What follows belongs to an exercise in optimizing a design on an open flow for small area, a short achievable clock period and few clock cycles; a production flow would make more cautious choices.
At most, simulation tests tie the RTL to the original design; equivalence was not proved.
No activity file was given, so power comes from the tool's default toggle rates.

==> v30 <==
==> flow/design.v (excerpt) <==
module w25n_encoder (
    input  wire        clk,
    input  wire        rst,
    input  wire        req_valid,
    output wire        req_ready,
    input  wire [31:0] req_word0,
    input  wire [31:0] req_a,
    input  wire [31:0] req_b,
    input  wire        din_valid,
    output wire        din_ready,
    input  wire [7:0]  din_data,
    output reg         dout_valid,
    output wire [7:0]  dout_data,
    output reg         res_valid,
    output wire [7:0]  res_kind,
    output wire [31:0] res_info,
    output wire [23:0] res_rec,
    output reg         bus_valid,
    output reg  [7:0]  bus_tx,
    output reg         bus_last,
    input  wire        bus_ready,
    input  wire [7:0]  bus_rx,
    input  wire        bus_err
);
clock: 10.0 ns
lec_check: 0
cap_margin: 20
core_margin: 2
core_utilization: 40
setup_slack_margin: 5
slew_margin: 20
run.sh (not shown) runs the stock make flow with config.mk's settings and CLKGATE_MAP_FILE= SYNTH_SCRIPT=/design/flow/synth_recipe.tcl, a recipe that flattens the netlist after the stock synthesis.
==> v29 (differences from v30) <==
==> flow/flow/run.sh (new file) <==
#!/bin/bash
# Own layout flow: the standard flow, with a stronger setup-repair target
# (a larger slack margin) for the steps after synthesis. Synthesis is the
# standard one, unchanged. Each tool's output goes to its own log here.
set -euo pipefail
MARGIN=$(cat flow/margin.txt)
PORTBUF=$(cat flow/portbuf.txt 2>/dev/null || true)

# 1. standard synthesis, unchanged
bash standard.sh synth > synth.log 2>&1

# 2. the rest of the standard flow with the larger margin
sed -e "s/SETUP_SLACK_MARGIN=[^ ]*/SETUP_SLACK_MARGIN=${MARGIN}/" standard.sh > layout.sh
grep -q "SETUP_SLACK_MARGIN=${MARGIN}" layout.sh
if [[ -n "$PORTBUF" ]]; then
  export BUFFER_PORTS_ARGS="-buffer_cell ${PORTBUF}"
fi
bash layout.sh finish > layout.log 2>&1
test -f out/final.def
==> flow/flow/margin.txt (new file) <==
6.5
==> flow/flow/portbuf.txt (new file) <==
sky130_fd_sc_hd__buf_2
==> flow/standard.sh (new file) <==
#!/bin/bash
# synth_recipe.tcl (not shown) runs the flow's synth.tcl, then flattens the netlist and writes it again
# the make line also repeats each setting of config.mk as NAME=value (left out here)
make -C /OpenROAD-flow-scripts/flow DESIGN_CONFIG=/design/flow/config.mk WORK_HOME=/design/flow/orfs CLKGATE_MAP_FILE= SYNTH_SCRIPT=/design/flow/synth_recipe.tcl "${@:-finish}"
removed: flow/run.sh
==> results by group <==
Status
  • Status: no timing/DRC/antenna violations

Finish
  • Share of cells above drive strength 1: 0.0479
  • Non-Clock Buffer Count: 225

Placement
  • Place WS: between 5 and 6 ns

Routing
  • Vias per cell: 6.27

CTS
  • Postcts setup bufs: 0

Pwr
  • Switching pwr: around 2.0 mW
  • Standby leakage power: roughly 5.7 nW

GRT
  • Initial antenna violation count: 0
  • GR Util All Layers: 0.304

STA
  • Period utilization: 0.489
  • Tightest Pin Transition: about 1.1 ns
-- figures above: v30

==> results by group <==
Status
  • Status: no timing/DRC/antenna violations

GRT
  • Initial antenna violation count: 3

STA
  • Period utilization: 0.377
  • Tightest Pin Transition: around 0.93 ns

Pwr
  • Standby leakage power: around 6.5 nW
  • Switching pwr: about 2.3 mW

Finish
  • Non-Clock Buffer Count: 326

Routing
  • Vias per cell: around 6.3

Placement
  • Place WS: ~5.4 ns
-- figures above: v29

Testbench counts of v30, summed over its fixed seeds: cycles 367,522.
Testbench counts of v29, summed over its fixed seeds: cycles 367,522.

---

==> run a: inputs <==
w25n_encoder, a different RTL version from the one above (not shown whole).
==> flow/config.mk <==
export PLATFORM = sky130hd
export DESIGN_NAME = w25n_encoder
export DESIGN_NICKNAME = w25n_encoder
export VERILOG_FILES = /design/flow/design.v
export SDC_FILE = /design/flow/constraint.sdc
export NUM_CORES = 4
export LEC_CHECK = 0
export CAP_MARGIN = 20
export CORE_MARGIN = 2
export CORE_UTILIZATION = 40
export SETUP_SLACK_MARGIN = 5
export SLEW_MARGIN = 20
export TNS_END_PERCENT = 0
==> flow/constraint.sdc <==
create_clock -name core_clock -period 10.0 [get_ports {clk}]
set_input_delay 2.0000 -clock core_clock [delete_from_list [all_inputs] [get_ports {clk}]]
set_output_delay 2.0000 -clock core_clock [all_outputs]
set_load 0.01 [all_outputs]
standard.sh (not shown) runs the stock make flow with config.mk's settings and CLKGATE_MAP_FILE= SYNTH_SCRIPT=/design/flow/synth_recipe.tcl, a recipe that flattens the netlist after the stock synthesis.
==> flow/flow/run.sh <==
#!/bin/bash
# Own layout flow: the standard flow, with a stronger setup-repair target
# (a larger slack margin) for the steps after synthesis. Synthesis is the
# standard one, unchanged. Each tool's output goes to its own log here.
set -euo pipefail
MARGIN=$(cat flow/margin.txt)
PORTBUF=$(cat flow/portbuf.txt 2>/dev/null || true)

# 1. standard synthesis, unchanged
bash standard.sh synth > synth.log 2>&1

# 2. the rest of the standard flow with the larger margin
sed -e "s/SETUP_SLACK_MARGIN=[^ ]*/SETUP_SLACK_MARGIN=${MARGIN}/" standard.sh > layout.sh
grep -q "SETUP_SLACK_MARGIN=${MARGIN}" layout.sh
if [[ -n "$PORTBUF" ]]; then
  export BUFFER_PORTS_ARGS="-buffer_cell ${PORTBUF}"
fi
bash layout.sh finish > layout.log 2>&1
test -f out/final.def
==> flow/flow/margin.txt <==
6.5
==> flow/flow/portbuf.txt <==
sky130_fd_sc_hd__buf_2
==> run b (differences from run a) <==
--- a/flow/design.v
+++ b/flow/design.v
@@ -106,32 +106,33 @@
     reg        pay;        
     reg [4:0]  T;          
     reg [31:0] A;          
     reg [31:0] B;          
     reg [31:0] R;          
     reg [11:0] S;          
     reg [7:0]  rxq;        
-    reg        known;      
-    reg        rxff;       
     reg [3:0]  kind;
-    reg [6:0]  rs;         
+    reg        rsr;        
     reg        fz;         
     reg        errq;       
-    reg        cy, nz, zb; 
+    reg        cy, nz;     
+    reg        al, zb;     
     reg        adv;        
     reg        dr;         
     reg        skv;        
+    reg        dry;        
+    reg        idle;       
     localparam [31:0] CAPACITY = 32'h1000_0000;
     wire mv    = bus_valid & bus_ready;       
     wire slot  = ~bus_valid | bus_ready;      
     wire tlast = bus_valid & bus_last;        
     wire tend  = mv & bus_last;
-    assign req_ready = (st == S_IDLE) & pv;
-    assign din_ready = dr & ~skv;
-    wire   take      = din_valid & dr & ~skv;
+    assign req_ready = idle & pv;
+    assign din_ready = dry;
+    wire   take      = din_valid & dry;
     assign dout_data = rxq;
     wire paged = (T == T_SREAD) | (T == T_SWRITE);
     wire scan  = (T == T_SCANNX);
     wire Z     = (R == 32'd0);
     wire Rnz   = ~Z;
     wire Z1    = (R[10:0] == 11'd1) & (paged | (R[31:11] == 21'd0));
     reg [2:0] hl;
@@ -181,22 +182,19 @@
             3'd5: begin ca = A[23:20]; cb = B[23:20]; end
             3'd6: begin ca = A[27:24]; cb = B[27:24]; end
             default: begin ca = A[31:28]; cb = B[31:28]; end
         endcase
     end
     wire [4:0] csum  = {1'b0, ca} + {1'b0, cb ^ {4{ser}}} + {4'd0, cy};
     wire       b_gt_cap = (B[31:29] != 3'd0) || (B[28] && (B[27:0] != 28'd0));
-    wire       rw_oob = csum[4] | (csum[3:1] != 3'd0) | (csum[0] & nz);
-    wire       er_oob = csum[4] | b_gt_cap;
-    wire       ck_oob = ser ? er_oob : rw_oob;
     wire       ck_al  = ser ? ((A[16:0] != 17'd0) || (B[16:0] != 17'd0))
                             : ((A[10:0] != 11'd0) || (B[10:0] != 11'd0));
     wire       ck_bz  = ~ser & (B == 32'd0);
     wire       ck_dec = pay;
-    wire       ckfail = cy | nz | zb;
+    wire       ckfail = cy | nz | al | zb;
     wire more_er = (A[17:6] < B[28:17]);
     reg [3:0] fs;
     reg [7:0] fop;
     always @(*) begin
         fs  = S_IDLE;
         fop = 8'h0F;
         case (T)
@@ -255,15 +253,15 @@
                  ((bus_rx[2] && (T == T_BERASE || T == T_SERASE)) ||
                   (bus_rx[3] && (T == T_PEXEC  || T == T_SWRITE))));
     reg [3:0] rk;
     always @(*) begin
         rk = K_OK;
         case (st)
             S_DISP: if (T == T_BAD) rk = K_BADREQ;
-            S_CHK:  rk = cy ? K_BOUNDS : nz ? K_ALIGN : K_OK;
+            S_CHK:  rk = (cy | nz) ? K_BOUNDS : al ? K_ALIGN : K_OK;
             S_SR: begin
                 if (T == T_WRDI) begin
                     if (rxq[1]) rk = K_WRDI;
                 end else if (!rxq[1]) rk = K_WREN;
             end
             S_POLL: begin
                 if (rxq[2] && (T == T_BERASE || T == T_SERASE)) rk = K_ERASE;
@@ -271,47 +269,45 @@
             end
             S_U3: if (rxq[6:3] != 4'd0) rk = K_PROTECT;
             default: ;
         endcase
         if (errq && intx && st != S_U2)
             rk = K_TRANSPORT;
     end
-    function [6:0] srcs(input [3:0] k, input [4:0] t);
-        reg okk;
-        begin
-            okk = (k == K_OK);
-            srcs[6] = (k == K_BADREQ) | (k == K_BOUNDS) | (k == K_ALIGN) |
-                      (k == K_ERASE) | (k == K_PROGRAM) | (okk & ((t == T_SCANNX) | (t == T_SCAP)));
-            srcs[5] = okk & ((t == T_RDATA) | (t == T_SREAD));
-            srcs[4] = okk & (t == T_JEDEC);
-            srcs[3] = (k == K_WREN) | (k == K_WRDI) | (okk & ((t == T_RDREG) | (t == T_JEDEC)));
-            srcs[2] = (k == K_PROTECT);
-            srcs[1] = okk & (t == T_BSTAT);
-            srcs[0] = okk & (t == T_SCANNX);
-        end
-    endfunction
+    wire okr   = (rk == K_OK);
+    wire keepA = (rk == K_BADREQ) | (rk == K_BOUNDS) | (rk == K_ALIGN) |
+                 (rk == K_ERASE) | (rk == K_PROGRAM) | (okr & (scan | (T == T_SCAP)));
+    wire selB  = okr & ((T == T_RDATA) | (T == T_SREAD));
+    wire selJ  = okr & (T == T_JEDEC);
+    wire selRx = (rk == K_WREN) | (rk == K_WRDI) | (okr & (T == T_RDREG));
+    wire selU  = (rk == K_PROTECT);
+    wire selM  = okr & (T == T_BSTAT);
+    wire [31:0] infov = keepA ? A :
+                        ({32{selB}} & B) |
+                        {7'd0, selJ & ({B[7:0], rxq} == 16'hAA22), {16{selJ}} & B[15:0], {8{selJ | selRx}} & rxq} |
+                        {28'd0, {4{selU}} & rxq[6:3]} |
+                        {31'd0, selM & (rxq == 8'hFF)};
+    wire rload = ((st == S_DISP) & (fs == S_IDLE)) | ((st == S_CHK) & ck_dec & ckfail) | fz;
     assign res_kind = {4'd0, kind};
-    assign res_info = ({32{rs[6]}} & A) | ({32{rs[5]}} & B) |
-                      {7'd0, rs[4] & known, {16{rs[4]}} & B[15:0], {8{rs[3]}} & rxq} |
-                      {28'd0, {4{rs[2]}} & rxq[6:3]} |
-                      {31'd0, rs[1] & rxff};
-    assign res_rec  = {24{rs[0]}} & {B[15:0], rxq};
+    assign res_info = A;
+    assign res_rec  = {24{rsr}} & {B[15:0], rxq};
     wire acc = (st == S_IDLE) & pv;
+    wire dr_n  = (mv && st == S_LD && !pay && hi == 3'd1 && Rnz) ? 1'b1 :
+                 (take && Z1) ? 1'b0 : dr;
+    wire skv_n = (fill && skv) ? 1'b0 : (take && !fill) ? 1'b1 : skv;
     always @(posedge clk) begin
         if (mv)
             rxq <= bus_rx;
         errq  <= bus_err;
-        known <= ({B[7:0], rxq} == 16'hAA22);
-        rxff  <= (rxq == 8'hFF);
         P     <= pd;
         pW    <= (pd == T_BAD) | (pd == T_RDREG) | (pd == T_WRREG);
         pv    <= req_valid;
         if (st != S_IDLE) begin
             kind <= rk;
-            rs   <= srcs(rk, T) & {6'b111111, ~(st == S_DISP && S[11])};
+            rsr  <= okr & scan & ~(st == S_DISP && S[11]);
         end
         res_valid  <= ((st == S_DISP) & (fs == S_IDLE)) |
                       ((st == S_CHK) & ck_dec & ckfail) |
                       fz;
         fz         <= tend & (stop | (ns == S_IDLE));
         dout_valid <= mv & pay & (st == S_RD);
         case (st)
@@ -350,22 +346,19 @@
                 bus_valid <= ~fz & (st != S_IDLE);
             end else begin
                 bus_tx    <= nb;
                 bus_last  <= (hn == hl) & ~(haspay & Rnz);
                 bus_valid <= ~fz & (st != S_IDLE);
             end
         end
-        if (mv && st == S_LD && !pay && hi == 3'd1 && Rnz)
-            dr <= 1'b1;
-        else if (take && Z1)
-            dr <= 1'b0;
-        if (fill && skv)
-            skv <= 1'b0;
-        else if (take && !fill)
-            skv <= 1'b1;
+        dr   <= dr_n;
+        skv  <= skv_n;
+        dry  <= dr_n & ~skv_n;
+        idle <= ((st == S_IDLE) & ~pv) | ((st == S_DISP) & (fs == S_IDLE)) |
+                ((st == S_CHK) & ck_dec & ckfail) | fz;
         if (st == S_DISP)
             R <= B;
         else if (take || (mv && st == S_RD && !scan && !bus_last && topay))
             R <= R - 32'd1;
         if (acc)
             B <= req_b;
         else if (take && !fill)
@@ -378,14 +371,16 @@
             A <= S[11] ? 32'hFFFF_FFFF : {14'd0, S, 6'd0};
         else if (st == S_DISP && T == T_SCAP)
             A <= CAPACITY;
         else if ((st == S_DISP && T == T_BSTAT) || (st == S_CHK && ck_dec && !ckfail))
             A <= {11'd0, A[31:11]};
         else if (tend && ((st == S_C1 && adv) || (st == S_RD && T == T_SREAD)))
             A[17:0] <= A[17:0] + (ser ? 18'd64 : 18'd1);
+        else if (rload)
+            A <= infov;
         if (st == S_DISP) begin
             if (T == T_SCANST) S <= 12'd0;
             else if (scan && !S[11]) S <= S + 12'd1;
         end
         if (st == S_DISP)
             adv <= 1'b0;
         else if (tend && st == S_C1)
@@ -393,16 +388,17 @@
         if (acc)
             T <= P;
         if (st == S_DISP) begin
             cy <= 1'b0;
             nz <= 1'b0;
         end else if (st == S_CHK && !ck_dec) begin
             if (hi == 3'd7) begin
-                cy <= ck_oob;
-                nz <= ck_al;
+                cy <= csum[4] | (ser ? b_gt_cap : (csum[3:1] != 3'd0));
+                nz <= ~ser & csum[0] & nz;
+                al <= ck_al;
                 zb <= ck_bz;
             end else begin
                 cy <= csum[4];
                 nz <= nz | (csum[3:0] != 4'd0);
             end
         end
         if (rst) begin
@@ -410,11 +406,13 @@
             pv         <= 1'b0;
             bus_valid  <= 1'b0;
             res_valid  <= 1'b0;
             dout_valid <= 1'b0;
             fz         <= 1'b0;
             dr         <= 1'b0;
             skv        <= 1'b0;
+            dry        <= 1'b0;
+            idle       <= 1'b1;
             S          <= 12'h800;
         end
     end
 endmodule
==> run summary <==
Die X-Extent 180 µm; total power 0.00339 W; Worst Setup SP B[5]; crit path to res_rec[13]; Non-clock buffers 236; GRT Total Usage 31.8%; number of setup buffers added after CTS 3; clk sinks 164; status complete, no violations; number of global-route vias before repair 12388; Final Core Density 47.5%
-- figures above: run b

==> run summary <==
total power 0.00389 W; GRT Total Usage 29.7%; PortBufs 199; largest cells by area after synthesis edfxtp_1, dfxtp_1, nand2_1; clk sinks 169; Worst Setup SP rs[5]; crit path to res_info[8]; Die X-Extent 181 µm; fin crit period 3.77 ns; Final Core Density 47.9%; Non-clock buffers 246; number of global-route vias before repair 11832; status complete, no violations
-- figures above: run a

Testbench counts of run b, summed over its fixed seeds: cycles 368,569.
Function not checked in run a: the RTL went through the layout flow alone.

-- re-timing with driven ports --
No port has a modelled driver above. Below, the same layouts with a new extraction and two added sets of constraints.
Step 1, drivers: a clkbuf_16 drives clk and a buf_2 each remaining input, both assumed.
Step 2 adds t to the input delays and takes it off the output delays; t is the mean of the earliest and latest rising clock arrival at the registers after step 1. Input paths then give back, and output paths get back, about the clock's delay inside the block.
Three values: ideal ports, drivers, drivers and shift; two values: the first two.
| run | t, ns | setup slack, ns | clock arrival spread, ns |
|---|---|---|---|
| v30 | 0.492 | 5.107 / 5.057 / 4.931 | 0.018 / 0.018 |
| v29 | 0.500 | 6.228 / 6.177 / 5.781 | 0.013 / 0.013 |
| run a | 0.492 | 6.231 / 6.178 / 6.013 | 0.012 / 0.012 |
| run b | 0.505 | 6.316 / 6.264 / 5.966 | 0.013 / 0.014 |
After both steps setup and hold are still met in every run listed. For v29, which loses most, drivers alone change the setup slack by -0.051 ns; drivers and shift together by -0.447 ns.
